Source: an optimization exercise on an open RTL-to-GDS flow (aim: small area, a short achievable clock period and few clock cycles per item). Production flows keep margins and buffers that such runs may drop.
At most, simulation tests tie the RTL to the original design; equivalence was not proved.
Only the layout flow was run in runs 3 to 8; the RTL was not checked for function there.
Power is estimated from default activity; no workload was simulated.

==> flow/run.sh <==
#!/bin/bash
# synth_recipe.tcl (not shown) runs the flow's synth.tcl, then flattens the netlist and writes it again
# the make line also repeats each setting of config.mk as NAME=value (left out here)
make -C /OpenROAD-flow-scripts/flow DESIGN_CONFIG=/design/flow/config.mk WORK_HOME=/design/flow/orfs CLKGATE_MAP_FILE= SYNTH_SCRIPT=/design/flow/synth_recipe.tcl finish
==> flow/config.mk <==
export PLATFORM = sky130hd
export DESIGN_NAME = k7ce
export DESIGN_NICKNAME = k7ce
export VERILOG_FILES = /design/flow/design.v
export SDC_FILE = /design/flow/constraint.sdc
export NUM_CORES = 4
export LEC_CHECK = 0
export CAP_MARGIN = 20
export CORE_MARGIN = 2
export CORE_UTILIZATION = 40
export CTS_CLUSTER_DIAMETER = 100
export CTS_CLUSTER_SIZE = 22
export PLACE_DENSITY = 0.6
export SETUP_SLACK_MARGIN = 5
export SLEW_MARGIN = 20
==> flow/constraint.sdc <==
create_clock -name core_clock -period 8.0 [get_ports {clk}]
set_input_delay 1.6000 -clock core_clock [delete_from_list [all_inputs] [get_ports {clk}]]
set_output_delay 1.6000 -clock core_clock [all_outputs]
set_load 0.01 [all_outputs]
==> flow/design.v <==
module k7ce (
    input  wire        clk,
    input  wire        rst,         
    input  wire        cmd_valid,
    output reg         cmd_ready,
    input  wire [15:0] cmd_word,
    output reg         out_valid,
    input  wire        out_ready,
    output reg  [7:0]  out_byte,
    output wire [1:0]  st,
    output wire [7:0]  err,
    output wire        fault
);
    localparam KEY_MAX = 256;
    localparam WPORTS  = 16;    
    localparam [1:0] S_IDLE  = 2'd0,
                     S_RUN   = 2'd1,
                     S_FAULT = 2'd2;
    reg [1:0] state;
    reg [7:0] err_r;
    reg       mode;         
    reg [4:0] shift5;       
    reg       shbad;        
    reg [7:0] soff;         
    reg [7:0] seed;
    reg       seedz;        
    reg [7:0] taps;
    reg       tapbad;
    reg       kempty;       
    reg       keyovf;
    reg       keybad;
    reg [7:0] wpos;         
    reg [7:0] p0n;          
    reg [7:0] ran;          
    reg [4:0] key0;         
    reg       wok;          
    reg       kfull;        
    reg       do_push, do_data, do_start;
    reg       pwait;        
    reg [7:0] arg_r;
    reg [5*KEY_MAX-1:0] ring;
    reg [4:0] tap;          
    reg [7:0] lfsr;
    reg       v1, v2;
    reg [7:0] b1, b2;
    assign st    = state;
    assign err   = err_r;
    assign fault = state[1];
    wire take = cmd_valid & cmd_ready;
    wire [7:0] op  = cmd_word[15:8];
    wire [7:0] arg = cmd_word[7:0];
    wire arg0  = (arg == 8'h00);
    wire is_keypush  = (op == 8'h01);
    wire is_setshift = (op == 8'h02);
    wire is_setseed  = (op == 8'h03);
    wire is_tapadd   = (op == 8'h04);
    wire is_start    = (op[7:1] == 7'h04) & arg0;
    wire is_data     = (op == 8'h0A);
    wire is_end      = (op == 8'h0B) & arg0;
    wire is_rst      = (op == 8'h0F) & arg0;
    wire is_param = is_keypush | is_setshift | is_setseed | is_tapadd;
    wire legal    = is_param | is_start | is_data | is_end | is_rst;
    function is_alpha(input [7:0] c);
        is_alpha = (c >= 8'h41 && c <= 8'h5A) || (c >= 8'h61 && c <= 8'h7A);
    endfunction
    wire pstore  = do_push & ~kfull & wok;
    wire [7:0] vflags = {2'b00,
                         tapbad,
                         seedz,
                         shbad,
                         keyovf | (do_push & kfull),
                         keybad | (pstore & ~is_alpha(arg_r)),
                         kempty & ~do_push};
    wire s_idle  = (state == S_IDLE);
    wire s_run   = (state == S_RUN);
    wire s_fault = state[1];
    wire ex_idle = take & ~rst & ~is_rst & s_idle;
    wire ex_run  = take & ~rst & ~is_rst & s_run;
    wire clr = rst | (take & is_rst) | (ex_run & is_end);
    always @(posedge clk) begin
        if (clr) begin
            state  <= S_IDLE;
            err_r  <= 8'h00;
        end else if (take & ~s_fault) begin
            if (!legal) begin
                state <= S_FAULT;
                err_r <= 8'h80;
            end else if (s_idle) begin
                if (is_start) begin
                    if (vflags != 8'h00) begin
                        state <= S_FAULT;
                        err_r <= vflags;
                    end else begin
                        state <= S_RUN;
                    end
                end else if (!is_param) begin
                    state <= S_FAULT;
                    err_r <= 8'h40;
                end
            end else begin
                if (!is_data) begin
                    state <= S_FAULT;
                    err_r <= 8'h40;
                end
            end
        end
    end
    always @(posedge clk) begin
        if (clr) begin
            shbad  <= 1'b1;
            seedz  <= 1'b1;
            taps   <= 8'h00;
            tapbad <= 1'b0;
        end else if (ex_idle) begin
            if (is_setshift)
                shbad <= (arg == 8'd0) || (arg > 8'd25);
            if (is_setseed)
                seedz <= arg0;
            if (is_tapadd) begin
                if (arg[7:3] == 5'd0)
                    taps <= taps | (8'd1 << arg[2:0]);
                else
                    tapbad <= 1'b1;
            end
        end
    end
    always @(posedge clk) begin
        if (ex_idle & is_setshift)
            shift5 <= arg[4:0];
        if (ex_idle & is_setseed)
            seed <= arg;
        if (ex_idle & is_start) begin
            mode <= op[0];
            soff <= op[0] ? 8'd2 - {3'b000, shift5} : {3'b000, shift5} - 8'd1;
        end
    end
    wire do_push_n  = ~rst & (pwait | (ex_idle & is_keypush));
    wire do_data_n  = ~rst & ex_run & is_data;
    always @(posedge clk) begin
        if (!pwait)
            arg_r <= arg;
        do_push  <= do_push_n;
        do_data  <= do_data_n;
        do_start <= ~rst & ex_idle & is_start & (vflags == 8'h00);
    end
    integer i;
    always @(posedge clk) begin
        ring <= {ring[5*KEY_MAX-6:0], ring[5*KEY_MAX-1 -: 5]};
        for (i = 0; i < WPORTS; i = i + 1)
            if (pstore && wpos == i)
                ring[5*i +: 5] <= arg_r[4:0];
    end
    wire [5*KEY_MAX-1:0] ring_b = {ring[5*KEY_MAX-6:0], ring[5*KEY_MAX-1 -: 5]};
    wire [4:0] rd = ring_b[5*ran +: 5];
    wire wrap = (ran == wpos);    
    always @(posedge clk) begin
        if (pstore & kempty)
            key0 <= arg_r[4:0];
        p0n <= (pstore & kempty) ? 8'd1 : p0n + 8'd1;
        if (do_start | (do_data & wrap)) begin
            tap <= key0;
            ran <= p0n;
        end else if (do_data) begin
            tap <= rd;
        end else begin
            ran <= ran + 8'd1;
        end
    end
    wire       kempty_n = clr | (kempty & ~pstore);
    wire [7:0] wpos_n   = clr ? 8'd0 : (kempty | pstore) ? wpos : wpos + 8'd1;
    wire [7:0] p0n_n    = (pstore & kempty) ? 8'd1 : p0n + 8'd1;
    wire       wok_n    = (wpos_n < WPORTS);
    wire [7:0] wpos_c   = (kempty | pstore) ? wpos : wpos + 8'd1;
    wire       wok_c    = (wpos_c < WPORTS);   
    wire       kfull_n  = ~kempty_n & (wpos_n == p0n_n);
    always @(posedge clk) begin
        kempty <= kempty_n;
        wpos   <= wpos_n;
        wok    <= wok_n;
        kfull  <= kfull_n;
        pwait  <= do_push_n & ~kfull_n & ~wok_n;
        if (clr) begin
            keyovf <= 1'b0;
            keybad <= 1'b0;
        end else begin
            if (do_push & kfull)
                keyovf <= 1'b1;
            if (pstore & ~is_alpha(arg_r))
                keybad <= 1'b1;
        end
    end
    reg [7:0] u;
    reg [7:0] uc;
    reg [7:0] w;
    reg [7:0] lfsr_next;
    integer   j, k, q;
    always @(*) begin
        uc = 8'd1;
        for (j = 1; j < 8; j = j + 1) begin
            uc[j] = 1'b0;
            for (q = 0; q < j; q = q + 1)
                uc[j] = uc[j] ^ (taps[q] & uc[j-1-q]);
        end
        for (j = 0; j < 8; j = j + 1) begin
            w[j] = 1'b0;
            for (k = j; k < 8; k = k + 1)
                w[j] = w[j] ^ (taps[7+j-k] & lfsr[k]);
        end
        for (j = 0; j < 8; j = j + 1) begin
            lfsr_next[j] = 1'b0;
            for (k = 0; k <= j; k = k + 1)
                lfsr_next[j] = lfsr_next[j] ^ (u[j-k] & w[k]);
        end
    end
    always @(posedge clk)
        u <= uc;
    wire [7:0] ks = {lfsr[0], lfsr[1], lfsr[2], lfsr[3],
                     lfsr[4], lfsr[5], lfsr[6], lfsr[7]};
    always @(posedge clk) begin
        if (do_start)
            lfsr <= seed;
        else if (do_data)
            lfsr <= lfsr_next;
    end
    wire [7:0] ya   = mode ? (arg_r ^ ks) : arg_r;
    wire [7:0] yc   = {{3{mode}}, tap ^ {5{mode}}};
    wire [7:0] ysum = ya + soff + yc;
    wire [7:0] y    = mode ? ysum : (ysum ^ ks);
    wire pop = out_valid & out_ready;
    wire       q0v = pop ? v1 : out_valid;
    wire       q1v = pop ? v2 : v1;
    wire       q2v = pop ? 1'b0 : v2;
    wire [7:0] q0b = pop ? b1 : out_byte;
    wire [7:0] q1b = pop ? b2 : b1;
    wire v1_n = ~rst & (q1v | (q0v & do_data));
    wire v2_n = ~rst & (q2v | (q1v & do_data));
    always @(posedge clk) begin
        out_valid <= ~rst & (q0v | do_data);
        v1        <= v1_n;
        v2        <= v2_n;
        out_byte  <= q0v ? q0b : y;
        b1        <= q1v ? q1b : y;
        b2        <= q2v ? b2  : y;
        cmd_ready <= ~(v2_n | (v1_n & take & s_run) |
                       ((pwait | (take & s_idle)) & ~wok_c));
    end
endmodule
==> flow_summary.yaml, run 1 <==
run_status:
  status: "finished clean"
cells_and_area:
  final_area_um2: 50200
  finalNetCount: 3031
  drive_gt1_frac: 0.245
  num_antenna_cells: 0
  area_growth_pct: 12.9
detailed_routing:
  ant_nets: 0
  drt_iter0_drc: 1429
  firstDrtPassIters: 5
  vias: 23241
  drc_errors: 0
  wl_per_cell_um: 21.4
  routed_wirelength_um: 96300
  vias_per_cell: 5.18
setup_path:
  crit_path_start_kind: "input pin"
  crit_buf_inv: 2
  worst-path-max-fanout: 5
  path_cells: "buf_6 > or4_4 > or3_4 > o31ai_4 > buf_12 > nor2_1 > a31oi_1 > o21ai_1 > and4_4 > nor4_4"
  cp-end-kind: "flop"
  r2r-start: "mode$_DFFE_PP_"
  worst_r2r_path_depth: 12
  slowest_stage: "or4_4"
  worst-path-stages: 10
  cp_data_required_time_ns: 8.58
  reg2reg_to: "b1[7]$_DFFE_PP_"
  worstSetupPathType: "in2reg"
  cp_top_family: "simple AND/OR/NAND/NOR gates"
  slowest_delay_ns: 0.54
  r2r_slack_ns: 4.94
  worstPathArrival_ns: 3.82
power_and_ir_drop:
  p_seq_frac: 0.558
  clockPowerShare: 0.302
  power_density_nw_per_um2: 257
  p_leak_nw: 19.0
  peakVddDrop_v: 0.000168
  swShare: 0.264
  p_switching_mw: 3.40
  internal_power_mw: 9.50
  combPwrFrac: 0.139
  power_mw: 12.9
timing:
  finalSetupViolations: 0
  period_needed_ns: 3.24
  hold_viol: 0
  worst_pin_slew_ns: 0.802
  slew_headroom: 0.465
  rsz0062_at_grt: "yes"
  fin_crit_sh: 0.405
  fin_ws_ns: 4.76
  fmax_ghz: 0.308
  fin_worst_skew_ns: 0.0367
  slew_violations: 0
  tns_ns: 0
logic_synthesis:
  yosysWarnings: 1
  syn_nets: 2951
  seq_area_frac_synth: 0.655
  netlist_instances: 2905
  synth_top_family_by_area: "multiplexers"
  synth_area_per_cell_um2: 15.3
  synth-seq-cells: 1415
  synth_cell_types: 71
  synthFlopType: "dfxtp_1"
  synth-xor-area-share: 0.0271
  synthArstFlopShare: 0
  synth-adder-area-share: 0.00889
  synth_edf_count: 78
  netlist_area_um2: 44500
  synth.area.mux_share: 0.210
  synthSimpleGateAreaFrac: 0.0399
  synth-compound-area-share: 0.0377
global_routing:
  grt_pass1_wl_um: 148000
  antenna_found_initial: 1
  grt_use_total: 0.168
  grt_max_degree: 61
  grt_pass1_vias: 24966
  grt-ovfl-total: 0
cts:
  htreeDepth: 3
  clk_path_buf_depth: 3
  cts_tree: "done"
  clockRootBuffer: "clkbuf_16"
  clk_latency_ns: 0.66
  cts.sinks: 1415
  cts-buffers-inserted: 74
  clk_pin_slew_ns: 0.09
  ctsHoldBuffers: 0
die:
  die_y_um: 337
  core_area_um2: 111000
  rows: 122
  start_util: 0.402
  chipWidth_um: 337
  die-area_um2: 114000
  num_io_pins: 41
placement:
  hpwl_um: 55400
  dp_slack_ns: 3.47
  gp_congestion: 0.831
  port_buffers: 40
  post_dp_cell_area_um2: 46200
worst_hold_path:
  holdPathStages: 0
  hold_class: "reg2reg"
  min_from: "ring[867]$_DFF_P_"
  min_to: "ring[872]$_DFF_P_"
run:
  drv_cap: 0
layout by cell type, fill, tap and decap left out, drive strengths merged, types with 28 or more instances in the layout:
| cell | instances |
|---|---|
| mux2i | 90 |
| mux2 | 107 |
| nor2 | 79 |
| dlygate4sd2 | 28 |
| clkbuf | 97 |
| dfxtp | 1337 |
| xnor2 | 84 |
| a21oi | 68 |
| mux4 | 322 |
| xor2 | 37 |
| a22oi | 63 |
| edfxtp | 78 |
| nand2 | 153 |
| buf | 115 |
| nand3 | 32 |
| inv | 37 |
power groups by stage:
stage	Clock (mW)	Sequential [mW]	Combinational [mW]
5_1_grt	4.26	7.21	1.90
4_1_cts	4.02	7.20	1.76
2_1_floorplan	0	7.35	0.940
3_5_place_dp	0	7.38	1.53
6_report	3.90	7.21	1.80
3_3_place_gp	0	7.38	1.51
flip-flops by register name, indices dropped and copies added (netlist names), 7 cells and up:
signal / cells
wpos: 8
taps: 8
b2: 8
out_byte: 8
arg_r: 8
p0n: 8
b1: 8
u: 7
ring: 1280
ran: 8
lfsr: 8
err_r: 8
seed: 8
stage by stage:
step	hold slack (ns)	util	cells
after CTS	0.337	0.448	4451
final	0.341	0.454	4489
after global routing	0.350	0.454	4489
after global placement	0.329	0.418	4298
after detailed placement	0.331	0.418	4298
after floorplan	0.326	-	2905
routing by layer:
metal,track usage,share of wire
met1,0.226,0.45
met2,0.279,0.48
met3,0.0283,0.041
met4,0.0480,0.024
met5,0,0.00014
what timing repair did:
| item | in CTS | in global routing |
|---|---|---|
| pin swaps | 28 | 30 |
| buffers inserted | 42 | 29 |
| setup endpoints to repair | 104 | 66 |
| cloned | 19 | 9 |
| gates resized for setup | 127 | 83 |
synthesized netlist by cell type, drive strengths merged, types with 3 or more instances:
cell     count  area (um^2)
ha          18          225
nor3        16         80.1
a221oi      12          105
xor2        37          324
xnor3        6          136
a211oi       6         45.0
nor2b       23          144
o21ai       25          125
a41oi        4         42.6
fa           8          160
or2          4         25.0
nor4        12         81.3
o21bai       3         22.5
mux4       322         7250
nor2        79          297
clkbuf      66          249
edfxtp      78         2340
a22oi       63          473
mux2i       90          901
a22o         9         78.8
o22ai       10         62.6
nand3       32          160
buf         95          573
o211ai      10         75.1
a21o         4         30.0
o21a         3         22.5
a21oi       68          340
xnor2       84          743
and2         9         56.3
nor3b        4         30.0
nand4       10         62.6
or4          5         41.3
o2111ai      3         26.3
a31oi       10         62.6
nand2      153          574
dfxtp     1337        26800
inv         33          124
o221ai       5         43.8
mux2       107         1200
nand2b       8         50.1
or3          9         61.3
a32oi        3         26.3
kinds of logic after synthesis:
group / Yosys count
mux: 519
flops: 1415
xor+xnor: 127
fa+ha+maj: 27
buf+inv: 194
compound gates: 247
simple gates: 376
layout make-up:
| cell class | instances | area, um^2 |
|---|---|---|
| fillers | 9551 | 60300 |
| well taps | 1488 | 1860 |
| multi-input cells | 1296 | 14900 |
| clock buffers | 85 | 1920 |
| clock inverters | 7 | 90.1 |
| flip-flops and latches | 1415 | 29100 |
| inverters | 33 | 124 |
| repair buffers | 165 | 2180 |
worst max path at each step:
stage / start / endpoint / slack, ns
2_1_floorplan: cmd_word[15] / pwait$_DFF_P_ / 4.47
3_3_place_gp: cmd_word[8] / pwait$_DFF_P_ / 3.59
3_5_place_dp: cmd_word[8] / pwait$_DFF_P_ / 3.47
4_1_cts: cmd_valid / pwait$_DFF_P_ / 4.77
5_1_grt: cmd_word[12] / pwait$_DFF_P_ / 4.71
6_report: cmd_word[12] / pwait$_DFF_P_ / 4.76
Testbench counts, summed over its fixed seeds: cycles 65,243, bytes 28,492.
==> inputs of run 2 (changes only) <==
--- a/flow/config.mk
+++ b/flow/config.mk
@@ -7,9 +7,9 @@
 export LEC_CHECK = 0
 export CAP_MARGIN = 20
 export CORE_MARGIN = 2
-export CORE_UTILIZATION = 40
+export CORE_UTILIZATION = 60
 export CTS_CLUSTER_DIAMETER = 100
 export CTS_CLUSTER_SIZE = 22
-export PLACE_DENSITY = 0.6
+export PLACE_DENSITY = 0.75
 export SETUP_SLACK_MARGIN = 5
 export SLEW_MARGIN = 20
==> run 2 against run 1 <==
Still clean on timing, DRC and antenna. Via count increased by 1.1%. Die area shrank 33%. Fmax is 2.7% higher. Sequential cell count unchanged. Non-clock buffer count decreased by 2. Hold slack lost 0.0023 ns. First-iteration DRC count increased by 22%. Sequential share of layout area rose by 0.91 points. Critical path depth unchanged. Synthesized cell count is the same. Largest cell class unchanged. Largest power group unchanged.
==> flow_summary.yaml, run 2 <==
run_status:
  status: "finished clean"
setup_path:
  cp_data_required_time_ns: 8.52
  worst-path-max-fanout: 6
  crit_path_start_kind: "input pin"
  worstPathArrival_ns: 3.67
  cp-end-kind: "flop"
  worstSetupPathType: "in2reg"
timing:
  fin_ws_ns: 4.84
  tns_ns: 0
  rsz0062_at_grt: "yes"
  hold_viol: 0
  worst_pin_slew_ns: 0.880
  slew_violations: 0
  finalSetupViolations: 0
  fin_crit_sh: 0.395
  fin_worst_skew_ns: 0.0183
  whs_ns: 0.339
  slew_headroom: 0.412
  period_needed_ns: 3.16
  fmax_ghz: 0.317
global_routing:
  antenna_found_initial: 1
  grt-ovfl-total: 0
  grt_pass1_wl_um: 144000
  grt_max_degree: 60
  grt_pass1_vias: 24843
  grt_use_total: 0.239
detailed_routing:
  wl_per_cell_um: 23.6
  routed_wirelength_um: 93300
  drc_errors: 0
  firstDrtPassIters: 5
  ant_nets: 0
  vias_per_cell: 5.94
  drt_iter0_drc: 1737
  vias: 23501
die:
  die-area_um2: 76300
  num_io_pins: 41
  rows: 99
  start_util: 0.607
  die_y_um: 276
  chipWidth_um: 276
  core_area_um2: 73200
cells_and_area:
  num_antenna_cells: 0
  largest_reg_flops: 1280
  final_area_um2: 49400
  area_growth_pct: 11.2
  regMostFlops: "ring"
  final_cells: 3958
  layout_common_cells: "dfxtp_1, mux4_2, nand2_1"
  drive_gt1_frac: 0.241
  final_common_cell: "dfxtp_1"
  finalNetCount: 3029
  num-fill-cells: 4879
  utilization: 0.675
run:
  drv_cap: 0
power_and_ir_drop:
  peakVddDrop_v: 0.000188
  power_density_nw_per_um2: 262
  p_seq_frac: 0.556
  internal_power_mw: 9.54
  swShare: 0.263
  p_switching_mw: 3.40
  combPwrFrac: 0.139
  p_leak_nw: 19.0
  clockPowerShare: 0.304
  power_mw: 12.9
cts:
  htreeDepth: 3
  clk_pin_slew_ns: 0.09
  clockRootBuffer: "clkbuf_16"
  cts_tree: "done"
  clk_path_buf_depth: 3
  cts-buffers-inserted: 74
  cts.sinks: 1415
  clk_latency_ns: 0.65
placement:
  gp_congestion: 0.861
  dp_slack_ns: 3.49
  hpwl_um: 52100
  post_dp_cell_area_um2: 45600
  dp.cells: 3768
  port_buffers: 40
logic_synthesis:
  synth-seq-cells: 1415
  synth_top_area_share: 0.602
  netlist_instances: 2905
  synth_most_common_cell: "dfxtp_1"
  seq_area_frac_synth: 0.655
  yosysWarnings: 1
  yosysTopAreaCell: "dfxtp_1"
  synth_edf_count: 78
  synthArstFlopShare: 0
  netlist_area_um2: 44500
  synth_area_per_cell_um2: 15.3
  synth_cell_types: 71
  yosys-top-cells-count: "dfxtp_1, mux4_2, nand2_1, mux2_2, mux2i_1"
  syn_nets: 2951
  synth_area_leaders: "dfxtp_1, mux4_2, edfxtp_1"
  synthFlopType: "dfxtp_1"
worst_hold_path:
  hold_class: "reg2reg"
run 2: cell counts after synthesis:
Identical to the previous run, type by type.
run 2: cell families after synthesis:
| kind of cell | after synthesis | synth area share |
|---|---|---|
| flip-flops | 1415 | 0.655 |
| multiplexers | 519 | 0.210 |
| AND/OR/NAND/NOR | 376 | 0.0399 |
| AO/OA/AOI/OAI | 247 | 0.0377 |
| buffers and inverters | 194 | 0.0213 |
| XOR/XNOR | 127 | 0.0271 |
| adder cells (fa/ha/maj) | 27 | 0.00889 |
run 2: layout make-up:
type / instances / area (um^2) / share of cell area
Tap cell: 959 / 1200 / 0.0243
Clock inverter: 5 / 78.8 / 0.00159
Sequential cell: 1415 / 29100 / 0.589
Clock buffer: 87 / 1990 / 0.0402
Timing Repair Buffer: 163 / 2130 / 0.0432
Inverter: 33 / 124 / 0.00251
Multi-Input combinational cell: 1296 / 14800 / 0.299
run 2: repair_timing:
action	CTS	global route
setup buffers	41	28
pin swaps	32	25
resized for setup	115	71
cloned	16	13
setup endpoints to repair	94	47
endpoints found under the hold margin	0	0
hold buffers	0	0
run 2: path summary, 6_finish.rpt:
check	from	end	slack, ns	cells past startpoint
min	ring[992]$_DFF_P_	ring[997]$_DFF_P_	0.34	0
min reg2reg	ring[992]$_DFF_P_	ring[997]$_DFF_P_	0.34	0
max reg2reg	mode$_DFFE_PP_	b1[7]$_DFFE_PP_	5.01	11
max	cmd_word[12]	pwait$_DFF_P_	4.84	10
run 2: layer usage:
| layer | part of all wire | vias to the layer above | global-route usage | wire (um) |
|---|---|---|---|---|
| met2 | 0.49 | 615 | 0.404 | 46000 |
| met5 | 0 | - | 0 | 0 |
| li1 | - | 10652 | - | - |
| met3 | 0.051 | 154 | 0.0334 | 4790 |
| met1 | 0.43 | 12080 | 0.327 | 40100 |
| met4 | 0.027 | 0 | 0.0675 | 2500 |
run 2: critical path: stages:
cell	delay, ns
buf_6	0.09
or4_4	0.53
or3_4	0.35
o31ai_4	0.31
buf_12	0.16
buf_4	0.11
nand2_1	0.05
o211ai_1	0.17
and4_4	0.27
nor4_4	0.04
run 2: power by group through the flow:
stage          clock network, mW  logic, mW  registers [mW]
3_5_place_dp                   0       1.53            7.37
3_3_place_gp                   0       1.51            7.37
6_report                    3.94       1.80            7.20
4_1_cts                     4.00       1.70            7.20
2_1_floorplan                  0      0.940            7.35
5_1_grt                     4.25       1.86            7.21
==> inputs of run 3 (changes only) <==
--- a/flow/design.v
+++ b/flow/design.v
@@ -170,8 +170,6 @@
     wire [7:0] wpos_n   = clr ? 8'd0 : (kempty | pstore) ? wpos : wpos + 8'd1;
     wire [7:0] p0n_n    = (pstore & kempty) ? 8'd1 : p0n + 8'd1;
     wire       wok_n    = (wpos_n < WPORTS);
-    wire [7:0] wpos_c   = (kempty | pstore) ? wpos : wpos + 8'd1;
-    wire       wok_c    = (wpos_c < WPORTS);   
     wire       kfull_n  = ~kempty_n & (wpos_n == p0n_n);
     always @(posedge clk) begin
         kempty <= kempty_n;
@@ -241,7 +239,6 @@
         out_byte  <= q0v ? q0b : y;
         b1        <= q1v ? q1b : y;
         b2        <= q2v ? b2  : y;
-        cmd_ready <= ~(v2_n | (v1_n & take & s_run) |
-                       ((pwait | (take & s_idle)) & ~wok_c));
+        cmd_ready <= ~(v2_n | (v1_n & do_data_n) | (do_push_n & ~kfull_n & ~wok_n));
     end
 endmodule
==> flow/config.mk (replaced) <==
export PLATFORM = sky130hd
export DESIGN_NAME = k7ce
export DESIGN_NICKNAME = k7ce
export VERILOG_FILES = /design/flow/design.v
export SDC_FILE = /design/flow/constraint.sdc
export NUM_CORES = 4
export LEC_CHECK = 0
export CAP_MARGIN = 20
export CORE_MARGIN = 2
export CORE_UTILIZATION = 40
export PLACE_DENSITY = 0.6
export SLEW_MARGIN = 20
==> run 3 against run 2 <==
Synthesized area down 0.30%. Sequential share of layout area down 1.5 points. Synthesized cell count down 2.0%. Design area up 2.5%. Register-to-register slack worse by 1.3 ns. Routed wire length down 6.4%. Via count down 4.2%. Clock-buffer cell count up 107. Die area up 49%. Sequential cell count unchanged. Critical path depth down 1.
==> flow_summary.yaml, run 3 <==
setup_path:
  worst-path-max-fanout: 36
  worstSetupPathType: "reg2reg"
  crit_path_start_kind: "flop"
  worstSetupStartpoint: "ran[1]$_DFFE_PP_"
  r2r-start: "ran[1]$_DFFE_PP_"
  worst_r2r_path_depth: 9
  cp_data_required_time_ns: 8.46
  r2r_slack_ns: 3.76
  reg2reg_to: "tap[3]$_DFFE_PP_"
  cp-endpoint: "tap[3]$_DFFE_PP_"
  cp-end-kind: "flop"
  worstPathArrival_ns: 4.70
die:
  rows: 122
  num_io_pins: 41
  die-area_um2: 113000
  core_area_um2: 110000
  die_y_um: 337
  chipWidth_um: 337
  start_util: 0.402
cts:
  htreeDepth: 4
  cts.sinks: 1415
  post-cts-setup-buffer-count: 0
  clockRootBuffer: "clkbuf_16"
  clk_latency_ns: 0.73
  clk_path_buf_depth: 3
  cts-buffers-inserted: 138
  ctsHoldBuffers: 0
  cts_tree: "done"
  clk_pin_slew_ns: 0.06
  cts_resized: 0
power_and_ir_drop:
  combPwrFrac: 0.104
  internal_power_mw: 11.5
  peakVddDrop_v: 0.000324
  p_leak_nw: 19.1
  p_seq_frac: 0.474
  power_mw: 15.2
  swShare: 0.247
  power_density_nw_per_um2: 301
  p_switching_mw: 3.76
  clockPowerShare: 0.422
detailed_routing:
  drt_iter0_drc: 1507
  wl_per_cell_um: 19.5
  wirelength_met1_um: 39200
  dr_wl_met2_um: 42900
  vias: 22507
  routed_wirelength_um: 87400
  drc_errors: 0
  top_layer: "met4"
  firstDrtPassIters: 6
  vias_per_cell: 5.01
  ant_nets: 0
  met3WireLength_um: 3130
global_routing:
  grt-ovfl-total: 0
  grt_use_total: 0.157
  grt_max_degree: 128
  grt_pass1_vias: 24878
  antenna_found_initial: 1
  grt_pass1_wl_um: 140000
cells_and_area:
  finalNetCount: 2947
  regMostFlops: "ring"
  layout_common_cells: "dfxtp_1, mux4_2, nand2_1, clkbuf_16, mux2_2"
  drive_gt1_frac: 0.235
  final_common_cell: "dfxtp_1"
  area_growth_pct: 14.3
  utilization: 0.459
  final_cells: 4492
  largest_reg_flops: 1280
timing:
  finalSetupViolations: 0
  rsz0062_at_grt: "no"
  whs_ns: 0.322
  period_needed_ns: 4.24
  hold_viol: 0
  slew_headroom: 0.302
  tns_ns: 0
  fmax_ghz: 0.236
  fin_worst_skew_ns: 0.0338
  slew_violations: 0
  fin_crit_sh: 0.530
  worst_pin_slew_ns: 1.05
worst_hold_path:
  holdPathStages: 0
  min_from: "ring[1249]$_DFF_P_"
  hold_class: "reg2reg"
logic_synthesis:
  yosysWarnings: 1
  syn_nets: 2892
  synth_top_family_by_area: "multiplexers"
  synthArstFlopShare: 0
  netlist_instances: 2846
  synth-adder-area-share: 0.00869
  yosys-top-cells-count: "dfxtp_1, mux4_2, nand2_1, mux2_2, xnor2_1"
  netlist_area_um2: 44300
  synthFlopType: "dfxtp_1"
  synth_most_common_cell: "dfxtp_1"
  synth_area_leaders: "dfxtp_1, mux4_2, edfxtp_1"
  synth.area.mux_share: 0.218
  synthSimpleGateAreaFrac: 0.0394
  synth-xor-area-share: 0.0265
  synth_area_per_cell_um2: 15.6
  synth_top_area_share: 0.604
  synth_edf_count: 78
  synth-compound-area-share: 0.0297
  yosysTopAreaCell: "dfxtp_1"
  seq_area_frac_synth: 0.657
  synth_cell_types: 64
  synth-seq-cells: 1415
run:
  drv_cap: 0
run_status:
  status: "finished clean"
placement:
  gp_congestion: 0.820
  dp.cells: 4249
  hpwl_um: 53800
  port_buffers: 40
## run 3: cell count changes in the layout (fill, tap and decap cells not counted), sizes merged, moves of 20 or more
| cell | delta |
|---|---|
| a22oi | -27 |
| buf | -78 |
| clkbuf | +90 |
| clkdlybuf4s50 | +39 |
| clkinv | +24 |
| dlygate4sd2 | -28 |
| mux4 | +24 |
| nand3 | +20 |
## run 3: kinds of logic (layout without fill, tap and decap cells)
family | Yosys count | count (layout)
DFF | 1415 | 1415
muxes | 521 | 521
AOI/OAI and AO/OA | 199 | 199
xor gates and xnor gates | 127 | 127
adders and majority gates | 26 | 26
buffers and inverters | 190 | 347
and+or+nand+nor | 368 | 368
other | 0 | 1
## run 3: stage by stage
step	cell area, um^2	setup slack [ns]
final	50700	3.76
after global routing	50700	3.45
after CTS	50700	3.69
after detailed placement	46100	3.39
after global placement	46100	3.40
after floorplan	44300	4.28
## run 3: routing by layer
layer | global-route usage | up-vias
met4 | 0.0567 | 0
li1 | - | 10489
met2 | 0.265 | 375
met5 | 0 | -
met1 | 0.202 | 11490
met3 | 0.0278 | 153
## run 3: worst min path at each step
stage                               endpoint  slack, ns
after CTS                 ring[1254]$_DFF_P_       0.32
after detailed placement   ring[132]$_DFF_P_       0.33
after global routing      ring[1167]$_DFF_P_       0.33
final                     ring[1254]$_DFF_P_       0.32
after global placement     ring[593]$_DFF_P_       0.33
after floorplan            ring[100]$_DFF_P_       0.33
## run 3: critical path, cell delays in order, from the launching register on
cell and delay (ns):
edfxtp_1 0.59, buf_4 0.63, buf_4 0.65, mux4_2 0.59, mux4_2 0.46, o21ai_0 0.27, nand3b_1 0.19, o211ai_1 0.16
a21oi_1 0.06, or3_1 0.35
## run 3: cell type report
| type | count | area, um^2 |
|---|---|---|
| diodes | 1 | 2.50 |
| clock buffers | 194 | 4030 |
| clock inverters | 48 | 537 |
| fillers | 9356 | 59700 |
| inverters | 35 | 131 |
| multi-input cells | 1241 | 14300 |
| flip-flops and latches | 1415 | 29100 |
| well taps | 1488 | 1860 |
| repair buffers | 70 | 676 |
## run 3: power by group through the flow
stage | clock [mW] | sequential (mW) | combinational [mW]
2_1_floorplan | 0 | 7.36 | 1.03
3_3_place_gp | 0 | 7.38 | 1.60
3_5_place_dp | 0 | 7.38 | 1.61
4_1_cts | 6.59 | 7.22 | 1.62
5_1_grt | 6.88 | 7.23 | 1.69
6_report | 6.43 | 7.22 | 1.59
==> inputs of run 4 (changes only) <==
--- a/flow/config.mk
+++ b/flow/config.mk
@@ -9,4 +9,5 @@
 export CORE_MARGIN = 2
 export CORE_UTILIZATION = 40
 export PLACE_DENSITY = 0.6
+export SETUP_SLACK_MARGIN = 5
 export SLEW_MARGIN = 20
==> run 4 against run 3 <==
Sequential cell count unchanged. Combinational power increased by 22%. Clock skew decreased by 0.013 ns. Die area unchanged. Critical path depth decreased by 1. Sequential share of layout area decreased by 2.4 points. Final cell count increased by 2.7%. Synthesized area unchanged. Non-clock buffer count increased by 105. Synthesized cell count unchanged. Design area increased by 4.3%. Sequential power about the same. Critical path type is now in2reg. Critical endpoint is now cmd_ready$_DFF_P_. Highest routed layer unchanged.
==> flow_summary.yaml, run 4 <==
timing:
  fin_worst_skew_ns: 0.0209
  fmax_ghz: 0.322
  rsz0062_at_grt: "yes"
  period_needed_ns: 3.11
  tns_ns: 0
  fin_crit_sh: 0.388
  slew_headroom: 0.328
  slew_violations: 0
  finalSetupViolations: 0
  hold_viol: 0
  worst_pin_slew_ns: 1.01
  whs_ns: 0.337
cells_and_area:
  regArea_um2: 29100
  finalNetCount: 3056
  drive_gt1_frac: 0.289
  num-fill-cells: 9232
  layout_common_cells: "dfxtp_1, mux4_2, clkbuf_16"
  final_area_um2: 52900
  utilization: 0.479
  final_common_cell: "dfxtp_1"
  regMostFlops: "ring"
  multi_input_area_um2: 14700
  area_growth_pct: 19.2
  largest_reg_flops: 1280
global_routing:
  grt_use_total: 0.174
  grt_pass1_wl_um: 152000
  antenna_found_initial: 1
  grt-ovfl-total: 0
  grt_max_degree: 74
  grt_pass1_vias: 25536
detailed_routing:
  ant_nets: 0
  routed_wirelength_um: 99000
  vias_per_cell: 5.07
  drt_iter0_drc: 1499
  drc_errors: 0
  firstDrtPassIters: 5
  vias: 23395
  wl_per_cell_um: 21.5
cts:
  cts-buffers-inserted: 140
  clk_path_buf_depth: 3
  clockRootBuffer: "clkbuf_16"
  cts.sinks: 1415
  htreeDepth: 4
  clk_pin_slew_ns: 0.06
  cts_tree: "done"
  ctsHoldBuffers: 0
  clk_latency_ns: 0.75
die:
  num_io_pins: 41
  chipWidth_um: 337
  rows: 122
  die-area_um2: 113000
  start_util: 0.402
  die_y_um: 337
  core_area_um2: 110000
logic_synthesis:
  synth_top_area_share: 0.604
  synthFlopType: "dfxtp_1"
  synth_edf_count: 78
  syn_nets: 2892
  seq_area_frac_synth: 0.657
  synth_area_per_cell_um2: 15.6
  netlist_instances: 2846
  netlist_area_um2: 44300
  yosysWarnings: 1
  yosys-top-cells-count: "dfxtp_1, mux4_2, nand2_1, mux2_2, xnor2_1"
  yosysTopAreaCell: "dfxtp_1"
  synth_cell_types: 64
  synth-seq-cells: 1415
  synthArstFlopShare: 0
  synth_most_common_cell: "dfxtp_1"
  synth_area_leaders: "dfxtp_1, mux4_2, edfxtp_1"
setup_path:
  worstPathArrival_ns: 3.72
  worstSetupPathType: "in2reg"
  slowest_stage: "o41a_1"
  path_cells: "dlygate4sd2_1 > nand2_1 > o41a_1 > and2_4 > a311oi_2 > o22ai_1 > a31oi_1 > a211oi_1"
  worst-path-max-fanout: 7
  cp-end-kind: "flop"
  slowest_delay_ns: 0.52
  cp_data_required_time_ns: 8.61
  crit_path_start_kind: "input pin"
placement:
  port_buffers: 40
  gp_congestion: 0.829
  post_dp_cell_area_um2: 46200
  hpwl_um: 54200
power_and_ir_drop:
  power_mw: 15.8
  peakVddDrop_v: 0.000230
  p_leak_nw: 20.3
  power_density_nw_per_um2: 299
run_status:
  status: "finished clean"
worst_hold_path:
  hold_class: "reg2reg"
run:
  drv_cap: 0
==> run 4: cell counts after synthesis <==
Identical to the previous run, type by type.
==> run 4: where the power goes <==
group / total (mW) / internal (mW) / switching (mW)
clock network: 6.64 / 3.89 / 2.75
logic: 1.94 / 0.720 / 1.22
registers: 7.22 / 7.17 / 0.0471
==> run 4: worst max-delay path: cells and delay by family <==
kind,cells,cell delay [ns]
simple gates,2,0.48
buf+inv,1,0.46
compound gates,5,1.17
==> run 4: cell families (layout without fill, tap and decap cells) <==
family	count (synthesis)	in the layout	synth area share
fa+ha+maj	26	26	0.00869
mux	521	521	0.218
other cells	0	1	0
xor+xnor	127	127	0.0265
simple gates	368	370	0.0394
flops	1415	1415	0.657
buf+inv	190	466	0.0210
compound gates	199	199	0.0297
==> run 4: cell type report <==
class / count / area share
Sequential cell: 1415 / 0.551
Multi-Input combinational cell: 1243 / 0.279
Clock buffer: 200 / 0.0769
Timing Repair Buffer: 175 / 0.0432
Tap cell: 1488 / 0.0352
Clock inverter: 56 / 0.0124
Inverter: 35 / 0.00272
Antenna cell: 1 / 0.0000473
==> run 4: path summary, 6_finish.rpt <==
check,slack (ns),cells past startpoint,endpoint,start
worst max register to register,4.91,12,out_byte[6]$_DFFE_PP_,mode$_DFFE_PP_
worst max-delay path,4.89,8,cmd_ready$_DFF_P_,cmd_word[9]
worst min-delay path,0.34,0,ring[846]$_DFF_P_,ring[841]$_DFF_P_
worst min register to register,0.34,0,ring[846]$_DFF_P_,ring[841]$_DFF_P_
==> run 4: per-layer routing <==
layer | vias up | wire [um] | GRT usage
met3 | 157 | 4300 | 0.0308
met4 | 0 | 2270 | 0.0612
met1 | 12017 | 44100 | 0.229
met5 | - | 0 | 0
met2 | 500 | 48400 | 0.289
li1 | 10721 | - | -
==> run 4: stage by stage <==
stage	cells	worst slack, ns
after global placement	4244	3.48
after detailed placement	4244	3.45
after CTS	4570	4.91
final	4613	4.89
after global routing	4612	4.78
after floorplan	2846	4.43
==> run 4: timing repair <==
action	4_1_cts	5_1_grt
setup endpoints to repair	97	42
cloned	19	11
pin swaps	29	28
gates resized for setup	155	80
buffers inserted	51	31
==> inputs of run 5 (changes only) <==
--- a/flow/config.mk
+++ b/flow/config.mk
@@ -8,6 +8,8 @@
 export CAP_MARGIN = 20
 export CORE_MARGIN = 2
 export CORE_UTILIZATION = 40
+export CTS_CLUSTER_DIAMETER = 100
+export CTS_CLUSTER_SIZE = 22
 export PLACE_DENSITY = 0.6
 export SETUP_SLACK_MARGIN = 5
 export SLEW_MARGIN = 20
==> run 5 against run 4 <==
Still clean. Clock power fell by 41%. Clock skew up 0.010 ns. Routed wire length down 1.8%. Die area unchanged. Sequential cell count stayed put. Via count down 2.1%. Hold slack lost 0.0068 ns. Final cell count down 3.4%. Synthesized area stayed put.
==> flow_summary.yaml, run 5 <==
detailed_routing:
  ant_nets: 0
  vias_per_cell: 5.14
  routed_wirelength_um: 97200
  drc_errors: 0
  wl_per_cell_um: 21.8
  firstDrtPassIters: 6
  drt_iter0_drc: 1399
  vias: 22898
power_and_ir_drop:
  peakVddDrop_v: 0.000156
  p_leak_nw: 18.9
  power_density_nw_per_um2: 261
die:
  start_util: 0.402
  die-area_um2: 113000
  rows: 122
  core_area_um2: 110000
  chipWidth_um: 337
  die_y_um: 337
  num_io_pins: 41
logic_synthesis:
  netlist_instances: 2846
  syn_nets: 2892
  synth_area_leaders: "dfxtp_1, mux4_2, edfxtp_1"
  synth_most_common_cell: "dfxtp_1"
  synthFlopType: "dfxtp_1"
  synthArstFlopShare: 0
  synth-seq-cells: 1415
  netlist_area_um2: 44300
  seq_area_frac_synth: 0.657
  synth.area.mux_share: 0.218
  yosysWarnings: 1
  synth_area_per_cell_um2: 15.6
  synth_top_family_by_area: "multiplexers"
  synth_top_area_share: 0.604
  synth-adder-area-share: 0.00869
  synth_cell_types: 64
  synth-compound-area-share: 0.0297
  synthSimpleGateAreaFrac: 0.0394
  synth_edf_count: 78
  yosys-top-cells-count: "dfxtp_1, mux4_2, nand2_1, mux2_2, xnor2_1"
  yosysTopAreaCell: "dfxtp_1"
  synth-xor-area-share: 0.0265
setup_path:
  slowest_delay_ns: 0.51
  path_cells: "buf_12 > buf_12 > buf_16 > mux4_2 > mux2i_1 > o21ai_1 > nand2_1 > nor2_1 > a311oi_1 > a211oi_2 > or3_1"
  worstPathArrival_ns: 3.52
  slowest_stage: "mux4_2"
  cp_data_required_time_ns: 8.41
  worstSetupPathType: "reg2reg"
  crit_path_start_kind: "flop"
  cp-end-kind: "flop"
  worst-path-max-fanout: 15
  path_common_cell: "buf_12"
timing:
  slew_headroom: 0.377
  slew_violations: 0
  fin_crit_sh: 0.388
  hold_viol: 0
  fin_worst_skew_ns: 0.0309
  period_needed_ns: 3.11
  finalSetupViolations: 0
  tns_ns: 0
  whs_ns: 0.330
  fmax_ghz: 0.322
  rsz0062_at_grt: "yes"
  worst_pin_slew_ns: 0.933
cells_and_area:
  final_common_cell: "dfxtp_1"
  regMostFlops: "ring"
  finalNetCount: 2992
  layout_common_cells: "dfxtp_1, mux4_2, nand2_1"
  drive_gt1_frac: 0.253
  final_area_um2: 50000
  largest_reg_flops: 1280
  area_growth_pct: 12.8
placement:
  port_buffers: 40
  gp_congestion: 0.829
  post_dp_cell_area_um2: 46200
  hpwl_um: 54200
cts:
  clk_path_buf_depth: 3
  clk_pin_slew_ns: 0.10
  cts.sinks: 1415
  cts-buffers-inserted: 74
  clk_latency_ns: 0.66
  cts_tree: "done"
  clockRootBuffer: "clkbuf_16"
  htreeDepth: 3
run_status:
  status: "finished clean"
run:
  drv_cap: 0
worst_hold_path:
  hold_class: "reg2reg"
global_routing:
  grt_pass1_vias: 24614
  grt_use_total: 0.166
  grt_pass1_wl_um: 146000
  antenna_found_initial: 1
  grt_max_degree: 75
  grt-ovfl-total: 0
==> run 5: stage by stage <==
stage	util	cells	setup slack, ns	power, mW
floorplan	-	2846	4.43	8.40
global placement	0.418	4244	3.48	8.99
detailed placement	0.418	4244	3.45	9.01
CTS	0.446	4403	4.76	13.0
global route	0.453	4453	4.82	13.5
finish	0.453	4455	4.89	13.1
==> run 5: logic make-up (layout without fill, tap and decap cells) <==
| family | Yosys count | count (layout) |
|---|---|---|
| flops | 1415 | 1415 |
| mux | 521 | 521 |
| other cells | 0 | 2 |
| xor+xnor | 127 | 127 |
| buf+inv | 190 | 308 |
| compound gates | 199 | 199 |
| fa+ha+maj | 26 | 26 |
| simple gates | 368 | 369 |
==> run 5: cell type report <==
type | instances | area, um^2
antenna | 2 | 5.00
sequential | 1415 | 29100
fill | 9453 | 60400
clock buffer | 88 | 1930
timing repair buffer | 178 | 2220
multi-input combinational | 1242 | 14600
tap | 1488 | 1860
clock inverter | 7 | 90.1
inverter | 35 | 144
==> run 5: what timing repair did <==
action,4_1_cts,5_1_grt
hold buffers,0,0
endpoints found under the setup margin,101,41
pin swaps,28,29
cloned,14,17
setup buffers,50,32
gates resized for setup,127,75
==> run 5: where the power goes <==
group          switching, mW  internal [mW]  leakage (nW)
clock                   2.20           1.73         0.982
combinational           1.21          0.708          6.43
sequential            0.0515           7.16          11.5
==> run 5: metal layers <==
layer | share of wire | global-route usage | wire, um
met5 | 0 | 0 | 0
met1 | 0.45 | 0.223 | 43800
met4 | 0.025 | 0.0478 | 2430
met3 | 0.037 | 0.0202 | 3590
met2 | 0.49 | 0.283 | 47400
==> run 5: worst max-delay path: cells and delay by family (launching register included) <==
kind	cells	cell delay (ns)
muxes	2	0.81
and+or+nand+nor	3	0.54
DFF	1	0.45
buffers and inverters	3	0.44
AOI/OAI and AO/OA	3	0.59
==> run 5: final timing paths <==
path,start,endpoint,slack (ns),cells after the start
max,ran[1]$_DFFE_PP_,tap[3]$_DFFE_PP_,4.89,11
min,ring[423]$_DFF_P_,ring[428]$_DFF_P_,0.33,0
max reg2reg,ran[1]$_DFFE_PP_,tap[3]$_DFFE_PP_,4.89,11
min reg2reg,ring[423]$_DFF_P_,ring[428]$_DFF_P_,0.33,0
==> inputs of run 6 (changes only) <==
--- a/flow/config.mk
+++ b/flow/config.mk
@@ -9,7 +9,7 @@
 export CORE_MARGIN = 2
 export CORE_UTILIZATION = 40
 export CTS_CLUSTER_DIAMETER = 100
-export CTS_CLUSTER_SIZE = 22
+export CTS_CLUSTER_SIZE = 27
 export PLACE_DENSITY = 0.6
 export SETUP_SLACK_MARGIN = 5
 export SLEW_MARGIN = 20
==> run 6 against run 5 <==
Still clean on timing, DRC and antenna. Design area fell by 1.9%. Final cell count is 1.3% lower. Clock-buffer cell count decreased by 17. Hold slack got worse by 0.0030 ns. Sequential power about the same. Global-route usage fell by 0.20 points. Synthesized cell count did not move.
==> flow_summary.yaml, run 6 <==
die:
  start_util: 0.402
  chipWidth_um: 337
  rows: 122
  num_io_pins: 41
  core_area_um2: 110000
  die-area_um2: 113000
  die_y_um: 337
setup_path:
  cp_data_required_time_ns: 8.44
  worstSetupPathType: "reg2reg"
  worst_r2r_path_depth: 9
  reg2reg_to: "tap[3]$_DFFE_PP_"
  crit_path_start_kind: "flop"
  worstPathArrival_ns: 3.64
  worst-path-max-fanout: 31
  cp-end-kind: "flop"
  r2r_slack_ns: 4.80
  r2r-start: "ran[3]$_DFFE_PP_"
placement:
  port_buffers: 40
  gp_congestion: 0.829
  hpwl_um: 54200
  dp.cells: 4244
cells_and_area:
  area_growth_pct: 10.7
  largest_reg_flops: 1280
  num-fill-cells: 9530
  finalNetCount: 2942
  layout_common_cells: "dfxtp_1, mux4_2, nand2_1"
  num_antenna_cells: 0
  regMostFlops: "ring"
  drive_gt1_frac: 0.240
  final_common_cell: "dfxtp_1"
  final_cells: 4399
  utilization: 0.445
detailed_routing:
  drc_errors: 0
  drt_iter0_drc: 1579
  ant_nets: 0
  vias_per_cell: 5.13
  wl_per_cell_um: 21.5
  routed_wirelength_um: 94500
  vias: 22561
  firstDrtPassIters: 5
global_routing:
  grt_use_total: 0.164
  grt_pass1_wl_um: 145000
  antenna_found_initial: 2
  grt-ovfl-total: 0
  grt_max_degree: 75
  grt_pass1_vias: 24249
worst_hold_path:
  hold_class: "reg2reg"
  holdPathStages: 0
  min_to: "ring[955]$_DFF_P_"
  min_from: "ring[950]$_DFF_P_"
cts:
  clk_pin_slew_ns: 0.12
  clockRootBuffer: "clkbuf_16"
  cts-buffers-inserted: 58
  ctsHoldBuffers: 0
  htreeDepth: 2
  cts.sinks: 1415
  clk_path_buf_depth: 3
  cts_tree: "done"
  clk_latency_ns: 0.70
logic_synthesis:
  synth_area_per_cell_um2: 15.6
  synth-adder-area-share: 0.00869
  syn_nets: 2892
  netlist_instances: 2846
  synth.area.mux_share: 0.218
  synth-xor-area-share: 0.0265
  synth-seq-cells: 1415
  synth_edf_count: 78
  synth-compound-area-share: 0.0297
  yosys-top-cells-count: "dfxtp_1, mux4_2, nand2_1, mux2_2, xnor2_1"
  synth_cell_types: 64
  yosysTopAreaCell: "dfxtp_1"
  synthFlopType: "dfxtp_1"
  yosysWarnings: 1
  seq_area_frac_synth: 0.657
  synth_top_family_by_area: "multiplexers"
  synth_most_common_cell: "dfxtp_1"
  synthSimpleGateAreaFrac: 0.0394
  synth_top_area_share: 0.604
  synth_area_leaders: "dfxtp_1, mux4_2, edfxtp_1"
  synthArstFlopShare: 0
  netlist_area_um2: 44300
run_status:
  status: "finished clean"
power_and_ir_drop:
  peakVddDrop_v: 0.000206
  p_switching_mw: 3.33
  power_density_nw_per_um2: 255
  power_mw: 12.5
  combPwrFrac: 0.147
  internal_power_mw: 9.17
  p_leak_nw: 18.5
  clockPowerShare: 0.275
  swShare: 0.267
  p_seq_frac: 0.577
timing:
  whs_ns: 0.327
  fin_worst_skew_ns: 0.0546
  worst_pin_slew_ns: 0.940
  slew_violations: 0
  finalSetupViolations: 0
  slew_headroom: 0.357
  fmax_ghz: 0.312
  rsz0062_at_grt: "yes"
  hold_viol: 0
  tns_ns: 0
  period_needed_ns: 3.20
  fin_crit_sh: 0.400
run:
  drv_cap: 0
-- run 6: logic make-up (layout without fill, tap and decap cells) --
group           after synthesis  in the layout
xor+xnor                    127            127
fa+ha+maj                    26             26
flops                      1415           1415
compound gates              199            199
mux                         521            521
simple gates                368            369
buf+inv                     190            254
-- run 6: what timing repair did --
action,in CTS,in global routing
endpoints found under the setup margin,101,54
endpoints found under the hold margin,0,0
gates resized for setup,131,83
pin swaps,27,26
setup buffers,44,16
cloned,14,5
-- run 6: power by group through the flow --
stage               Sequential [mW]  Combinational [mW]  Clock [mW]
floorplan                      7.36                1.04           0
detailed placement             7.40                1.61           0
global placement               7.40                1.59           0
CTS                            7.22                1.78        3.54
global route                   7.23                1.95        3.80
finish                         7.22                1.84        3.44
-- run 6: how the worst max path moves through the flow --
| stage | from | to | slack [ns] |
|---|---|---|---|
| 2_1_floorplan | cmd_word[12] | err_r[7]$_SDFFE_PN0P_ | 4.43 |
| 3_3_place_gp | cmd_word[1] | cmd_ready$_DFF_P_ | 3.48 |
| 3_5_place_dp | cmd_word[2] | cmd_ready$_DFF_P_ | 3.45 |
| 4_1_cts | ran[1]$_DFFE_PP_ | tap[3]$_DFFE_PP_ | 4.74 |
| 5_1_grt | ran[1]$_DFFE_PP_ | tap[3]$_DFFE_PP_ | 4.78 |
| 6_report | ran[3]$_DFFE_PP_ | tap[3]$_DFFE_PP_ | 4.80 |
-- run 6: metal layers --
layer,part of all wire,global-route usage,vias up
li1,-,-,10386
met1,0.46,0.224,11700
met2,0.49,0.280,355
met3,0.032,0.0190,120
met4,0.021,0.0406,0
met5,0,0,-
-- run 6: critical path, cell delays in order (launching register included) --
cell and delay, ns:
edfxtp_1 0.53, buf_12 0.26, nor2b_4 0.42, buf_4 0.51
a22oi_1 0.17, nand2_1 0.11, nor2_1 0.06, a311oi_1 0.30
a211oi_2 0.12, or3_1 0.39
-- run 6: final cells by class --
cell class | instances | area [um^2] | share of cell area
sequential | 1415 | 29100 | 0.593
multi-input combinational | 1242 | 14600 | 0.298
clock buffer | 71 | 1500 | 0.0306
inverter | 35 | 144 | 0.00293
timing repair buffer | 144 | 1720 | 0.0351
clock inverter | 4 | 78.8 | 0.00161
tap | 1488 | 1860 | 0.0379
-- run 6: through the flow --
stage | setup WS [ns] | cell area, um^2
after floorplan | 4.43 | 44500
final | 4.80 | 49100
after global routing | 4.78 | 49100
after CTS | 4.74 | 48700
after global placement | 3.48 | 46200
after detailed placement | 3.45 | 46200
==> inputs of run 7 (changes only) <==
--- a/flow/config.mk
+++ b/flow/config.mk
@@ -8,8 +8,8 @@
 export CAP_MARGIN = 20
 export CORE_MARGIN = 2
 export CORE_UTILIZATION = 40
-export CTS_CLUSTER_DIAMETER = 100
-export CTS_CLUSTER_SIZE = 27
+export CTS_BUF_LIST = sky130_fd_sc_hd__clkbuf_4 sky130_fd_sc_hd__clkbuf_8
+export CTS_CLUSTER_SIZE = 30
 export PLACE_DENSITY = 0.6
 export SETUP_SLACK_MARGIN = 5
 export SLEW_MARGIN = 20
==> run 7 against run 6 <==
Still clean. Worst setup slack better by 0.017 ns. Final cell count is 7.3% higher. Power rose by 25%. First-iteration DRC count shrank 2.1%. Register-to-register slack gained 0.02 ns. Hold slack worse by 0.0078 ns. Utilization increased by 3.0 points.
==> flow_summary.yaml, run 7 <==
die:
  rows: 122
  die-area_um2: 113000
  core_area_um2: 110000
  chipWidth_um: 337
  die_y_um: 337
  start_util: 0.402
  num_io_pins: 41
detailed_routing:
  vias_per_cell: 5.05
  wl_per_cell_um: 21.0
  drt_iter0_drc: 1546
  vias: 23819
  routed_wirelength_um: 99200
  drc_errors: 0
  firstDrtPassIters: 5
  ant_nets: 0
placement:
  port_buffers: 40
  hpwl_um: 54200
  gp_congestion: 0.829
  dp.cells: 4244
  dp_slack_ns: 3.45
  post_dp_cell_area_um2: 46200
run:
  drv_cap: 0
global_routing:
  antenna_found_initial: 2
  use_met3: 0.0335
  grt_pass1_wl_um: 152000
  grt_use_total: 0.173
  gr-usage-met2: 0.283
  grt.busiest_layer: "met2"
  grt_pass1_vias: 26038
  met1_usage: 0.229
  grt-ovfl-total: 0
  grt_max_degree: 75
cts:
  clk_pin_slew_ns: 0.07
  clockRootBuffer: "clkbuf_8"
  ctsHoldBuffers: 0
  htreeDepth: 4
  cts-buffers-inserted: 212
  clk_latency_ns: 0.88
  cts.sinks: 1415
  cts_tree: "done"
  clk_path_buf_depth: 3
logic_synthesis:
  synth_cell_types: 64
  netlist_instances: 2846
  synthArstFlopShare: 0
  synth_top_family_by_area: "multiplexers"
  yosys-top-cells-count: "dfxtp_1, mux4_2, nand2_1, mux2_2, xnor2_1"
  seq_area_frac_synth: 0.657
  synthSimpleGateAreaFrac: 0.0394
  yosysTopAreaCell: "dfxtp_1"
  synth-compound-area-share: 0.0297
  synth_area_leaders: "dfxtp_1, mux4_2, edfxtp_1"
  synth.area.mux_share: 0.218
  synth_edf_count: 78
  syn_nets: 2892
  synthFlopType: "dfxtp_1"
  netlist_area_um2: 44300
  yosysWarnings: 1
  synth_most_common_cell: "dfxtp_1"
  synth-xor-area-share: 0.0265
  synth_top_area_share: 0.604
  synth-adder-area-share: 0.00869
  synth-seq-cells: 1415
  synth_area_per_cell_um2: 15.6
timing:
  fmax_ghz: 0.314
  worst_pin_slew_ns: 0.947
  fin_ws_ns: 4.81
  slew_headroom: 0.353
  slew_violations: 0
  finalSetupViolations: 0
  tns_ns: 0
  fin_crit_sh: 0.398
  rsz0062_at_grt: "yes"
  fin_worst_skew_ns: 0.0385
  period_needed_ns: 3.19
  hold_viol: 0
  whs_ns: 0.319
cells_and_area:
  final_area_um2: 52400
  regMostFlops: "ring"
  utilization: 0.475
  finalNetCount: 3099
  final_cells: 4720
  layout_common_cells: "dfxtp_1, mux4_2, clkbuf_8"
  area_growth_pct: 18.3
  largest_reg_flops: 1280
  final_common_cell: "dfxtp_1"
  drive_gt1_frac: 0.318
setup_path:
  cp_data_required_time_ns: 8.62
  worstPathArrival_ns: 3.81
  r2r-start: "ran[1]$_DFFE_PP_"
  cp-end-kind: "flop"
  worstSetupPathType: "reg2reg"
  worst-path-max-fanout: 15
  worstSetupStartpoint: "ran[1]$_DFFE_PP_"
  crit_path_start_kind: "flop"
power_and_ir_drop:
  p_leak_nw: 20.3
  internal_power_mw: 11.6
  power_mw: 15.6
  combPwrFrac: 0.120
  clockPowerShare: 0.417
  p_seq_frac: 0.463
  p_switching_mw: 4.05
  peakVddDrop_v: 0.000171
  swShare: 0.259
  power_density_nw_per_um2: 298
worst_hold_path:
  hold_class: "reg2reg"
  min_from: "ring[529]$_DFF_P_"
run_status:
  status: "finished clean"
run 7: cells by family after synthesis:
family,after synthesis
flops,1415
mux,521
simple gates,368
compound gates,199
buf+inv,190
xor+xnor,127
fa+ha+maj,26
run 7: routing by layer:
layer | wire (um) | vias up | share of wire
met5 | 0 | - | 0
met4 | 2530 | 0 | 0.026
met3 | 4490 | 191 | 0.045
met2 | 48000 | 624 | 0.48
met1 | 44200 | 12163 | 0.45
li1 | - | 10841 | -
run 7: power by group through the flow:
| stage | registers [mW] | clock network, mW | logic [mW] |
|---|---|---|---|
| final | 7.23 | 6.52 | 1.87 |
| after global routing | 7.23 | 6.99 | 1.97 |
| after CTS | 7.23 | 6.66 | 1.79 |
| after detailed placement | 7.40 | 0 | 1.61 |
| after global placement | 7.40 | 0 | 1.59 |
| after floorplan | 7.36 | 0 | 1.04 |
run 7: path summary, 6_finish.rpt:
path | slack [ns] | depth (start not counted) | to
worst min register to register | 0.32 | 0 | ring[534]$_DFF_P_
worst max register to register | 4.81 | 11 | tap[3]$_DFFE_PP_
worst max-delay path | 4.81 | 11 | tap[3]$_DFFE_PP_
worst min-delay path | 0.32 | 0 | ring[534]$_DFF_P_
run 7: area by class of cell:
class / instances / area, um^2
timing repair buffer: 146 / 1830
clock inverter: 50 / 557
multi-input combinational: 1243 / 14600
fill: 9336 / 57900
clock buffer: 341 / 4350
sequential: 1415 / 29100
antenna: 2 / 5.00
tap: 1488 / 1860
inverter: 35 / 143
run 7: what timing repair did:
| action | CTS | global route |
|---|---|---|
| gates resized for setup | 158 | 57 |
| endpoints found under the hold margin | 0 | 0 |
| pin swaps | 20 | 19 |
| setup endpoints to repair | 91 | 51 |
| gates cloned | 15 | 10 |
| setup buffers | 43 | 14 |
run 7: worst max-delay path, cell delays in order (launching register included):
cell      delay (ns)
edfxtp_1        0.43
buf_4           0.15
buf_8           0.16
buf_16          0.19
mux4_2          0.52
mux2i_1         0.27
o21ai_0         0.16
nand2_1         0.10
nor2_1          0.07
a311oi_1        0.35
a211oi_2        0.12
or3_1           0.39
==> inputs of run 8 (changes only) <==
--- a/flow/design.v
+++ b/flow/design.v
@@ -151,7 +151,15 @@
                 ring[5*i +: 5] <= arg_r[4:0];
     end
     wire [5*KEY_MAX-1:0] ring_b = {ring[5*KEY_MAX-6:0], ring[5*KEY_MAX-1 -: 5]};
-    wire [4:0] rd = ring_b[5*ran +: 5];
+    wire [15:0] sel_lo = 16'd1 << ran[3:0];
+    wire [15:0] sel_hi = 16'd1 << ran[7:4];
+    reg  [4:0] rd;
+    integer m;
+    always @(*) begin
+        rd = 5'd0;
+        for (m = 0; m < KEY_MAX; m = m + 1)
+            rd = rd | (ring_b[5*m +: 5] & {5{sel_lo[m%16] & sel_hi[m/16]}});
+    end
     wire wrap = (ran == wpos);    
     always @(posedge clk) begin
         if (pstore & kempty)
--- a/flow/config.mk
+++ b/flow/config.mk
@@ -8,8 +8,6 @@
 export CAP_MARGIN = 20
 export CORE_MARGIN = 2
 export CORE_UTILIZATION = 40
-export CTS_BUF_LIST = sky130_fd_sc_hd__clkbuf_4 sky130_fd_sc_hd__clkbuf_8
-export CTS_CLUSTER_SIZE = 30
 export PLACE_DENSITY = 0.6
 export SETUP_SLACK_MARGIN = 5
 export SLEW_MARGIN = 20
==> run 8 against run 7 <==
Synthesized area fell by 1.8%. Via count grew 44%. Power fell by 8.4%. Worst setup slack got worse by 0.32 ns. Clock skew is 0.0019 ns higher. Synthesized cell count grew 26%. Largest cell class unchanged.
==> flow_summary.yaml, run 8 <==
logic_synthesis:
  yosysWarnings: 1
  netlist_area_um2: 43500
  yosysTopAreaCell: "dfxtp_1"
  netlist_instances: 3582
  seq_area_frac_synth: 0.669
  synth_area_leaders: "dfxtp_1, edfxtp_1, a22oi_1"
  synthArstFlopShare: 0
  synth_top_area_share: 0.615
  syn_nets: 3633
  synth_area_per_cell_um2: 12.1
  synthFlopType: "dfxtp_1"
  synth-seq-cells: 1415
  synth_edf_count: 78
  synth_most_common_cell: "dfxtp_1"
  yosys-top-cells-count: "dfxtp_1, a22oi_1, nand2_1, nand3_1, nor2_1"
  synth_cell_types: 81
setup_path:
  crit_path_start_kind: "flop"
  cp_data_required_time_ns: 8.51
  cp-end-kind: "flop"
  worstPathArrival_ns: 4.02
  worstSetupPathType: "reg2reg"
  worst-path-max-fanout: 52
cts:
  clk_pin_slew_ns: 0.07
  ctsHoldBuffers: 0
  htreeDepth: 4
  clk_path_buf_depth: 3
  clk_latency_ns: 0.79
  cts-buffers-inserted: 141
  cts_tree: "done"
  cts.sinks: 1415
  clockRootBuffer: "clkbuf_16"
global_routing:
  grt_pass1_vias: 32612
  grt_use_total: 0.327
  grt_max_degree: 53
  grt_pass1_wl_um: 256000
  antenna_found_initial: 10
  grt-ovfl-total: 0
die:
  core_area_um2: 108000
  die-area_um2: 111000
  start_util: 0.405
  num_io_pins: 41
  rows: 120
  die_y_um: 334
  chipWidth_um: 334
power_and_ir_drop:
  p_leak_nw: 19.1
  power_mw: 14.3
  peakVddDrop_v: 0.000195
  power_density_nw_per_um2: 272
worst_hold_path:
  hold_class: "reg2reg"
cells_and_area:
  final_common_cell: "dfxtp_1"
  layout_common_cells: "dfxtp_1, a22oi_1, nand2_1"
  largest_reg_flops: 1280
  final_area_um2: 52700
  area_growth_pct: 21.0
  finalNetCount: 3782
  utilization: 0.490
  regMostFlops: "ring"
  final_cells: 5251
  num-fill-cells: 9466
  drive_gt1_frac: 0.194
timing:
  tns_ns: 0
  finalSetupViolations: 0
  worst_pin_slew_ns: 1.20
  slew_headroom: 0.201
  period_needed_ns: 3.50
  whs_ns: 0.329
  rsz0062_at_grt: "yes"
  fin_ws_ns: 4.50
  slew_violations: 0
  fin_crit_sh: 0.438
  hold_viol: 0
  fin_worst_skew_ns: 0.0405
  fmax_ghz: 0.286
placement:
  dp.cells: 4858
  hpwl_um: 120000
  post_dp_cell_area_um2: 45500
  port_buffers: 40
  gp_congestion: 1.04
  dp_slack_ns: 3.27
detailed_routing:
  firstDrtPassIters: 10
  drt_iter0_drc: 6113
  wl_per_cell_um: 36.2
  vias: 34324
  routed_wirelength_um: 190000
  drc_errors: 0
  ant_nets: 0
  vias_per_cell: 6.54
run:
  drv_cap: 0
run_status:
  status: "finished clean"
-- run 8: cell count changes after synthesis, moves of 40 or more --
cell / delta
nand4_1: +47
nand2_1: +47
a22oi_1: +259
nand3_1: +96
a32oi_1: +98
a21oi_1: +60
o22ai_1: +99
mux4_2: -346
mux2i_1: -66
a222oi_1: +43
nor2_1: +70
clkbuf_1: +55
nor4_1: +40
-- run 8: logic make-up (layout without fill, tap and decap cells) --
logic type,Yosys count,after routing,synth area share
fa+ha+maj,31,31,0.0103
flops,1415,1415,0.669
mux,119,119,0.0305
simple gates,749,753,0.0901
other cells,0,6,0
compound gates,861,861,0.145
xor+xnor,128,128,0.0270
buf+inv,279,535,0.0279
-- run 8: final timing paths --
kind	end	cells past startpoint	start	slack, ns
setup / recovery	tap[1]$_DFFE_PP_	11	ran[3]$_DFFE_PP_	4.50
hold reg to reg	ring[982]$_DFF_P_	0	ring[977]$_DFF_P_	0.33
hold / removal	ring[982]$_DFF_P_	0	ring[977]$_DFF_P_	0.33
setup reg to reg	tap[1]$_DFFE_PP_	11	ran[3]$_DFFE_PP_	4.50
-- run 8: per-layer routing --
metal  vias up  part of all wire  track usage
li1      13599                 -            -
met1     16671              0.37        0.404
met2      3093              0.40        0.458
met3       953              0.15        0.144
met4         8             0.084        0.220
met5         -           0.00094      0.00999
-- run 8: critical path, stage by stage (launching register included) --
cell and delay (ns):
edfxtp_1 0.52, buf_4 0.24, buf_4 0.17, and3b_2 0.22, buf_12 0.19, a22oi_2 0.38, o22ai_1 0.14, or4_1 0.50
nor4_1 0.26, nand4_1 0.14, nor2_1 0.20, a31oi_1 0.11
-- run 8: area by class of cell --
class	instances	area, um^2	area share
clock inverters	55	676	0.0128
multi-input cells	1892	14300	0.271
diodes	6	15.0	0.000285
repair buffers	249	2550	0.0484
well taps	1403	1760	0.0333
flip-flops and latches	1415	29100	0.553
inverters	32	123	0.00233
clock buffers	199	4150	0.0788
-- run 8: where the power goes --
group	internal (mW)	switching, mW
logic	0.116	0.127
registers	7.15	0.0327
clock network	3.97	2.91
-- run 8: timing repair --
action,4_1_cts,5_1_grt
buffers inserted,90,33
resized for setup,262,99
pin swaps,35,39
cloned,8,2
endpoints found under the setup margin,88,42

[static timing again, ports no longer ideal]
The flow's constraints put no driver on any port. The routed layouts listed below were extracted and timed again, unchanged, in two steps.
Step 1 (the two cells are an assumption about what drives the block):
set clk [get_ports {clk}]
set_driving_cell -lib_cell sky130_fd_sc_hd__clkbuf_16 $clk
set_driving_cell -lib_cell sky130_fd_sc_hd__buf_2 [delete_from_list [all_inputs] $clk]
Step 2 also shifts input and output timing later by t, the mid clock arrival at the registers, as if the neighbouring blocks saw the same clock.
Three values: ideal ports, drivers, drivers and shift; two values: the first two.
run	t, ns	setup WS [ns]	clock arrival spread, ns	worst slew at a driven data input, ns
run 1	0.706	4.758 / 4.793 / 4.086	0.037 / 0.037	0.04
run 2	0.703	4.843 / 4.875 / 4.172	0.023 / 0.022	0.05
run 3	0.785	3.756 / 3.756 / 3.370	0.036 / 0.036	0.04
run 4	0.810	4.894 / 4.908 / 4.135	0.022 / 0.022	0.04
run 5	0.721	4.894 / 4.894 / 4.302	0.040 / 0.040	0.04
run 6	0.744	4.797 / 4.797 / 4.237	0.055 / 0.055	0.05
run 7	0.927	4.814 / 4.814 / 4.129	0.050 / 0.051	0.04
run 8	0.838	4.498 / 4.498 / 4.250	0.050 / 0.050	0.04
After both steps setup and hold are still met in every run listed. For run 4, which loses most, drivers alone change the setup slack by +0.014 ns; drivers and shift together by -0.759 ns.
